From an optimization exercise on the open Yosys and OpenROAD flow, aimed at small area, a short achievable clock period and few clock cycles; shortcuts taken in it are not production practice.
At most, simulation tests tie the RTL to the original design; equivalence was not proved.
Power figures rest on the tool's default switching activity, not on a simulated workload.

== lane 1 ==
==> flow/design.v <==
module csa20_core (
    input  wire        clk,
    input  wire        rst,           
    output reg         mem_valid,
    output reg         mem_we,
    output reg  [10:0] mem_addr,
    output reg  [19:0] mem_wdata,
    input  wire        mem_ready,
    input  wire [19:0] mem_rdata,
    output wire        halted,
    output wire [1:0]  halt_code,     
    output wire [3:0]  mfr,
    output wire        cc_ov,
    output wire        cc_uf
);
    localparam [5:0] OP_LDR = 6'd1,  OP_STR = 6'd2,  OP_LDA = 6'd3,  OP_AMR = 6'd4,
                     OP_SMR = 6'd5,  OP_AIR = 6'd6,  OP_SIR = 6'd7,  OP_LDX = 6'd33,
                     OP_STX = 6'd34;
    localparam [11:0] BOOT_PC       = 12'd10;
    localparam [11:0] FAULT_ENTRY   = 12'd43;
    localparam [10:0] FAULT_PC_SAVE = 11'd4;
    reg s_f;         
    reg s_a1;        
    reg s_a2;        
    reg s_op;        
    reg s_h;         
    reg [11:0] pc;           
    reg [19:0] gpr [0:3];
    reg [12:0] ix  [1:3];
    reg [1:0]  mfr_r;        
    reg        ov_r, uf_r;
    reg [1:0]  hcode;
    reg        c_ldr, c_st, c_ldx, c_alu, c_stx, c_sub, c_lda;
    reg        c_stx0;       
    reg        c_ldt0;       
    reg [1:0]  rf, xf;
    reg        ind;
    reg [19:0] ea;           
    reg        flt;          
    reg        flt_op;       
    reg        pend;         
    assign halted    = s_h;
    assign halt_code = hcode;
    assign mfr       = {2'b00, mfr_r};
    assign cc_ov     = ov_r;
    assign cc_uf     = uf_r;
    reg [12:0] ix_x;
    always @(*) begin
        case (xf)
            2'd1:    ix_x = ix[1];
            2'd2:    ix_x = ix[2];
            2'd3:    ix_x = ix[3];
            default: ix_x = 13'd0;
        endcase
    end
    wire [1:0] ix_tgt = c_lda ? rf : xf;
    wire fault = flt | pc[11];
    always @(*) begin
        mem_valid = ~s_h;
        mem_we    = fault | (s_op & c_st);
        mem_addr  = fault ? FAULT_PC_SAVE : (s_f ? pc[10:0] : ea[10:0]);
        mem_wdata = fault ? {8'd0, pc} : (c_stx ? {7'd0, ix_x} : gpr[rf]);
    end
    wire xfer = ~s_h & mem_ready;
    wire [5:0] d_op = mem_rdata[19:14];
    wire [1:0] d_r  = mem_rdata[13:12];
    wire [1:0] d_x  = mem_rdata[11:10];
    wire d_ldr = (d_op == OP_LDR);
    wire d_str = (d_op == OP_STR);
    wire d_lda = (d_op == OP_LDA);
    wire d_ldx = (d_op == OP_LDX) | d_lda;
    wire d_amr = (d_op == OP_AMR) | (d_op == OP_SMR);
    wire d_imm = (d_op == OP_AIR) | (d_op == OP_SIR);
    wire d_stx = (d_op == OP_STX);
    wire d_sub = (d_op == OP_SMR) | (d_op == OP_SIR);
    wire d_legal = d_ldr | d_str | d_ldx | d_amr | d_imm | d_stx;
    wire d_direct = (d_x == 2'd0) & ~mem_rdata[9];
    wire d_stx0 = d_stx & (d_x == 2'd0);
    wire d_ldt0 = (d_lda & (d_r == 2'd0)) | ((d_op == OP_LDX) & (d_x == 2'd0));
    wire d_mem_direct = d_legal & ~d_imm & d_direct;
    wire d_halt_direct = (d_stx0 | d_ldt0) & d_direct;
    wire [13:0] ea_sum = {1'b0, ix_x} + {1'b0, mem_rdata[12:0]};
    wire        ea_ovf = (|mem_rdata[19:13]) | (|ea_sum[13:11]);
    wire        rd_ovf = |mem_rdata[19:11];
    wire        ix_big = |mem_rdata[19:13];
    wire [19:0] alu_a  = gpr[rf];
    wire [19:0] alu_bb = ea;
    wire [20:0] alu_s  = {1'b0, alu_a} + {1'b0, alu_bb} + {20'd0, c_sub};
    wire        alu_sg = alu_s[20] ^ alu_a[19] ^ alu_bb[19];
    wire        alu_ov = alu_s[20] & (~c_sub | (ea != 20'hfffff));
    wire [18:0] alu_p  = alu_a[18:0] ^ alu_bb[18:0];
    wire        alu_z  = (alu_p[0] == c_sub) &
                         (alu_p[18:1] == (alu_a[17:0] | alu_bb[17:0]));
    wire        alu_uf = alu_sg & (~alu_s[19] | alu_z);
    wire gpr_ld  = s_op & c_ldr & ~flt;
    wire ix_ld   = s_op & c_ldx & ~flt;
    wire [19:0] gpr_wd = rst ? 20'd0 : (pend ? alu_s[19:0] : mem_rdata);
    wire [12:0] ix_wd  = rst ? 13'd0 : mem_rdata[12:0];
    integer k;
    always @(posedge clk) begin
        for (k = 0; k < 4; k = k + 1)
            if (rst || ((pend || gpr_ld) && rf == k))
                gpr[k] <= gpr_wd;
        for (k = 1; k < 4; k = k + 1)
            if (rst || (ix_ld && ix_tgt == k))
                ix[k] <= ix_wd;
    end
    wire f_go = s_f & ~fault & xfer;     
    always @(posedge clk) begin
        if (rst) begin
            s_f  <= 1'b1;
            s_a1 <= 1'b0;
            s_a2 <= 1'b0;
            s_op <= 1'b0;
            s_h  <= 1'b0;
            flt  <= 1'b0;
        end else if (xfer) begin
            s_f  <= (s_f & (fault | ~d_legal | d_imm)) | (s_a2 & flt) |
                    (s_op & (flt | ~(c_ldt0 | (c_ldx & ix_big))));
            s_a1 <= s_f & ~fault & d_legal & ~d_imm & ~d_direct;
            s_a2 <= s_a1 & ind;
            s_op <= (s_f & ~fault & d_mem_direct & ~d_halt_direct) |
                    (s_a1 & ~ind) | (s_a2 & ~flt & ~c_stx0);
            s_h  <= (s_f & ~fault & d_halt_direct) | (s_a2 & ~flt & c_stx0) |
                    (s_op & ~flt & (c_ldt0 | (c_ldx & ix_big)));
            flt  <= (s_f & ~fault & ~d_legal) | (s_a1 & ea_ovf) |
                    (s_a2 & ~flt & rd_ovf & ~c_stx0);
        end
    end
    always @(posedge clk) begin
        if (rst)
            pc <= BOOT_PC;
        else if (xfer & (fault | s_op | (s_f & d_imm)))
            pc <= fault ? FAULT_ENTRY : pc + 12'd1;
    end
    always @(posedge clk) begin
        if (rst)
            mfr_r <= 2'd0;
        else if (xfer & fault)
            mfr_r <= {1'b1, ~(flt & flt_op)};
    end
    always @(posedge clk) begin
        if (!s_h)
            hcode <= (s_op && !c_ldt0) ? 2'd2 : 2'd1;
    end
    always @(posedge clk) begin
        if (rst) begin
            ov_r <= 1'b0;
            uf_r <= 1'b0;
            pend <= 1'b0;
        end else begin
            if (pend) begin
                ov_r <= alu_ov;
                uf_r <= alu_uf;
            end
            pend <= (f_go & d_imm) | (s_op & ~flt & xfer & c_alu);
        end
    end
    always @(posedge clk) begin
        if (f_go) begin
            c_ldr  <= d_ldr;
            c_st   <= d_str | d_stx;
            c_ldx  <= d_ldx;
            c_lda  <= d_lda;
            c_alu  <= d_amr;
            c_stx  <= d_stx;
            c_sub  <= d_sub;
            c_stx0 <= d_stx0;
            c_ldt0 <= d_ldt0;
            rf     <= d_r;
            xf     <= d_x;
            ind    <= mem_rdata[9];
            flt_op <= ~d_legal;
        end
    end
    always @(posedge clk) begin
        if (xfer) begin
            if (s_f)
                ea <= {20{d_op == OP_SIR}} ^ {12'd0, mem_rdata[7:0]};
            else if (s_a1)
                ea <= {mem_rdata[19:11], ea_sum[10:0]};
            else
                ea <= {20{s_op & c_sub}} ^ mem_rdata;
        end
    end
endmodule
==> flow/config.mk <==
export PLATFORM = sky130hd
export DESIGN_NAME = csa20_core
export DESIGN_NICKNAME = csa20_core
export VERILOG_FILES = /design/flow/design.v
export SDC_FILE = /design/flow/constraint.sdc
export NUM_CORES = 4
export LEC_CHECK = 0
export CAP_MARGIN = 20
export CORE_MARGIN = 2
export CORE_UTILIZATION = 40
export SLEW_MARGIN = 20
==> flow/constraint.sdc <==
create_clock -name core_clock -period 10.0 [get_ports {clk}]
set_input_delay 2.0000 -clock core_clock [delete_from_list [all_inputs] [get_ports {clk}]]
set_output_delay 2.0000 -clock core_clock [all_outputs]
set_load 0.01 [all_outputs]
standard.sh (not shown) runs the stock make flow with config.mk's settings and CLKGATE_MAP_FILE= SYNTH_SCRIPT=/design/flow/synth_recipe.tcl, a recipe that flattens the netlist after the stock synthesis.
==> flow/flow/run.sh <==
#!/bin/bash
# The standard layout, with timing repair aiming at 6 ns of setup slack.
set -euo pipefail
export SETUP_SLACK_MARGIN=6
bash standard.sh SETUP_SLACK_MARGIN=6 finish > standard_flow.log 2>&1
Testbench counts of lane 1, summed over its fixed seeds: cycles 19,209.
## Diff of input files: lane 2 against lane 1
diff --git a/flow/design.v b/flow/design.v
--- a/flow/design.v
+++ b/flow/design.v
@@ -30,39 +30,35 @@
     reg [1:0]  mfr_r;        
     reg        ov_r, uf_r;
     reg [1:0]  hcode;
     reg        c_ldr, c_st, c_ldx, c_alu, c_stx, c_sub, c_lda;
     reg        c_stx0;       
     reg        c_ldt0;       
-    reg [1:0]  rf, xf;
+    reg [3:0]  rsel;         
+    reg [3:1]  xsel;         
     reg        ind;
     reg [19:0] ea;           
     reg        flt;          
     reg        flt_op;       
     reg        pend;         
     assign halted    = s_h;
     assign halt_code = hcode;
     assign mfr       = {2'b00, mfr_r};
     assign cc_ov     = ov_r;
     assign cc_uf     = uf_r;
-    reg [12:0] ix_x;
-    always @(*) begin
-        case (xf)
-            2'd1:    ix_x = ix[1];
-            2'd2:    ix_x = ix[2];
-            2'd3:    ix_x = ix[3];
-            default: ix_x = 13'd0;
-        endcase
-    end
-    wire [1:0] ix_tgt = c_lda ? rf : xf;
-    wire fault = flt | pc[11];
+    wire [12:0] ix_x = ({13{xsel[1]}} & ix[1]) | ({13{xsel[2]}} & ix[2]) |
+                       ({13{xsel[3]}} & ix[3]);
+    wire [19:0] gpr_r = ({20{rsel[0]}} & gpr[0]) | ({20{rsel[1]}} & gpr[1]) |
+                        ({20{rsel[2]}} & gpr[2]) | ({20{rsel[3]}} & gpr[3]);
+    wire [3:1] ix_tgt = c_lda ? rsel[3:1] : xsel;
+    wire fault = flt;
     always @(*) begin
         mem_valid = ~s_h;
         mem_we    = fault | (s_op & c_st);
         mem_addr  = fault ? FAULT_PC_SAVE : (s_f ? pc[10:0] : ea[10:0]);
-        mem_wdata = fault ? {8'd0, pc} : (c_stx ? {7'd0, ix_x} : gpr[rf]);
+        mem_wdata = fault ? {8'd0, pc} : (c_stx ? {7'd0, ix_x} : gpr_r);
     end
     wire xfer = ~s_h & mem_ready;
     wire [5:0] d_op = mem_rdata[19:14];
     wire [1:0] d_r  = mem_rdata[13:12];
     wire [1:0] d_x  = mem_rdata[11:10];
     wire d_ldr = (d_op == OP_LDR);
@@ -76,17 +72,17 @@
     wire d_legal = d_ldr | d_str | d_ldx | d_amr | d_imm | d_stx;
     wire d_direct = (d_x == 2'd0) & ~mem_rdata[9];
     wire d_stx0 = d_stx & (d_x == 2'd0);
     wire d_ldt0 = (d_lda & (d_r == 2'd0)) | ((d_op == OP_LDX) & (d_x == 2'd0));
     wire d_mem_direct = d_legal & ~d_imm & d_direct;
     wire d_halt_direct = (d_stx0 | d_ldt0) & d_direct;
-    wire [13:0] ea_sum = {1'b0, ix_x} + {1'b0, mem_rdata[12:0]};
-    wire        ea_ovf = (|mem_rdata[19:13]) | (|ea_sum[13:11]);
+    wire [11:0] ea_sum = {1'b0, ix_x[10:0]} + {1'b0, mem_rdata[10:0]};
+    wire        ea_ovf = (|mem_rdata[19:11]) | (|ix_x[12:11]) | ea_sum[11];
     wire        rd_ovf = |mem_rdata[19:11];
     wire        ix_big = |mem_rdata[19:13];
-    wire [19:0] alu_a  = gpr[rf];
+    wire [19:0] alu_a  = gpr_r;
     wire [19:0] alu_bb = ea;
     wire [20:0] alu_s  = {1'b0, alu_a} + {1'b0, alu_bb} + {20'd0, c_sub};
     wire        alu_sg = alu_s[20] ^ alu_a[19] ^ alu_bb[19];
     wire        alu_ov = alu_s[20] & (~c_sub | (ea != 20'hfffff));
     wire [18:0] alu_p  = alu_a[18:0] ^ alu_bb[18:0];
     wire        alu_z  = (alu_p[0] == c_sub) &
@@ -96,19 +92,20 @@
     wire ix_ld   = s_op & c_ldx & ~flt;
     wire [19:0] gpr_wd = rst ? 20'd0 : (pend ? alu_s[19:0] : mem_rdata);
     wire [12:0] ix_wd  = rst ? 13'd0 : mem_rdata[12:0];
     integer k;
     always @(posedge clk) begin
         for (k = 0; k < 4; k = k + 1)
-            if (rst || ((pend || gpr_ld) && rf == k))
+            if (rst || ((pend || gpr_ld) && rsel[k]))
                 gpr[k] <= gpr_wd;
         for (k = 1; k < 4; k = k + 1)
-            if (rst || (ix_ld && ix_tgt == k))
+            if (rst || (ix_ld && ix_tgt[k]))
                 ix[k] <= ix_wd;
     end
     wire f_go = s_f & ~fault & xfer;     
+    wire pc_last = (pc == 12'd2047);
     always @(posedge clk) begin
         if (rst) begin
             s_f  <= 1'b1;
             s_a1 <= 1'b0;
             s_a2 <= 1'b0;
             s_op <= 1'b0;
@@ -120,14 +117,15 @@
             s_a1 <= s_f & ~fault & d_legal & ~d_imm & ~d_direct;
             s_a2 <= s_a1 & ind;
             s_op <= (s_f & ~fault & d_mem_direct & ~d_halt_direct) |
                     (s_a1 & ~ind) | (s_a2 & ~flt & ~c_stx0);
             s_h  <= (s_f & ~fault & d_halt_direct) | (s_a2 & ~flt & c_stx0) |
                     (s_op & ~flt & (c_ldt0 | (c_ldx & ix_big)));
-            flt  <= (s_f & ~fault & ~d_legal) | (s_a1 & ea_ovf) |
-                    (s_a2 & ~flt & rd_ovf & ~c_stx0);
+            flt  <= (s_f & ~fault & (~d_legal | (d_imm & pc_last))) |
+                    (s_a1 & ea_ovf) | (s_a2 & ~flt & rd_ovf & ~c_stx0) |
+                    (s_op & ~flt & pc_last);
         end
     end
     always @(posedge clk) begin
         if (rst)
             pc <= BOOT_PC;
         else if (xfer & (fault | s_op | (s_f & d_imm)))
@@ -164,14 +162,14 @@
             c_lda  <= d_lda;
             c_alu  <= d_amr;
             c_stx  <= d_stx;
             c_sub  <= d_sub;
             c_stx0 <= d_stx0;
             c_ldt0 <= d_ldt0;
-            rf     <= d_r;
-            xf     <= d_x;
+            rsel   <= {4{~d_stx}} & (4'b0001 << d_r);
+            xsel   <= (4'b0001 << d_x) >> 1;
             ind    <= mem_rdata[9];
             flt_op <= ~d_legal;
         end
     end
     always @(posedge clk) begin
         if (xfer) begin
### Flow results
- The total chip power of lane 2 was inferior to that of lane 1.
- Lane 2 against lane 1; synthesized area is down slightly.
- Lane 2 completed end to end with timing, DRC and antenna clean.
- Lane 2 ends up with a placed wire-length estimate after detailed placement that is 0.34% higher than in lane 1.
- Remaining max-slew budget at the tightest pin (higher): lane 2
- Going from lane 1 to lane 2, pre-CTS worst setup slack grows by 0.011 ns.
- Going from lane 1 to lane 2, the compound-gate portion of the synthesized area was found to have gone up by 5.0 points.
- Looking at main combinational cell family by area after synthesis, the compound AO/OA/AOI/OAI gates result is from lane 2; the simple AND/OR/NAND/NOR gates one comes from lane 1.
- Diff lane 1 -> lane 2: number of clock-tree buffers in the layout higher, total combinational power higher, post-route core utilization higher.
No functional check of the RTL was part of lane 2.

==> what the ideal ports hide <==
How much do the figures lean on ideal ports? The routed layouts below were timed once more, with nothing changed but the port constraints. Step 1 assumes that a clkbuf_16 drives the clock port and a buf_2 every other input. Step 2, shift: input delay + t, output delay - t, t = (earliest + latest rising clock arrival at the registers) / 2. This alone moves slack from input paths to output paths. a / b / c = ideal / step 1 / step 2; a / b = the first two.
run | shift t [ns] | slack for setup (ns) | hold WS [ns]
lane 1 | 0.479 | 5.815 / 5.769 / 5.652 | 0.446 / 0.446 / 0.446
lane 2 | 0.485 | 5.887 / 5.840 / 5.626 | 0.488 / 0.488 / 0.488
After both steps every run listed still meets setup and hold. For lane 2, which loses most, drivers alone change the setup slack by -0.047 ns; drivers and shift together by -0.261 ns.
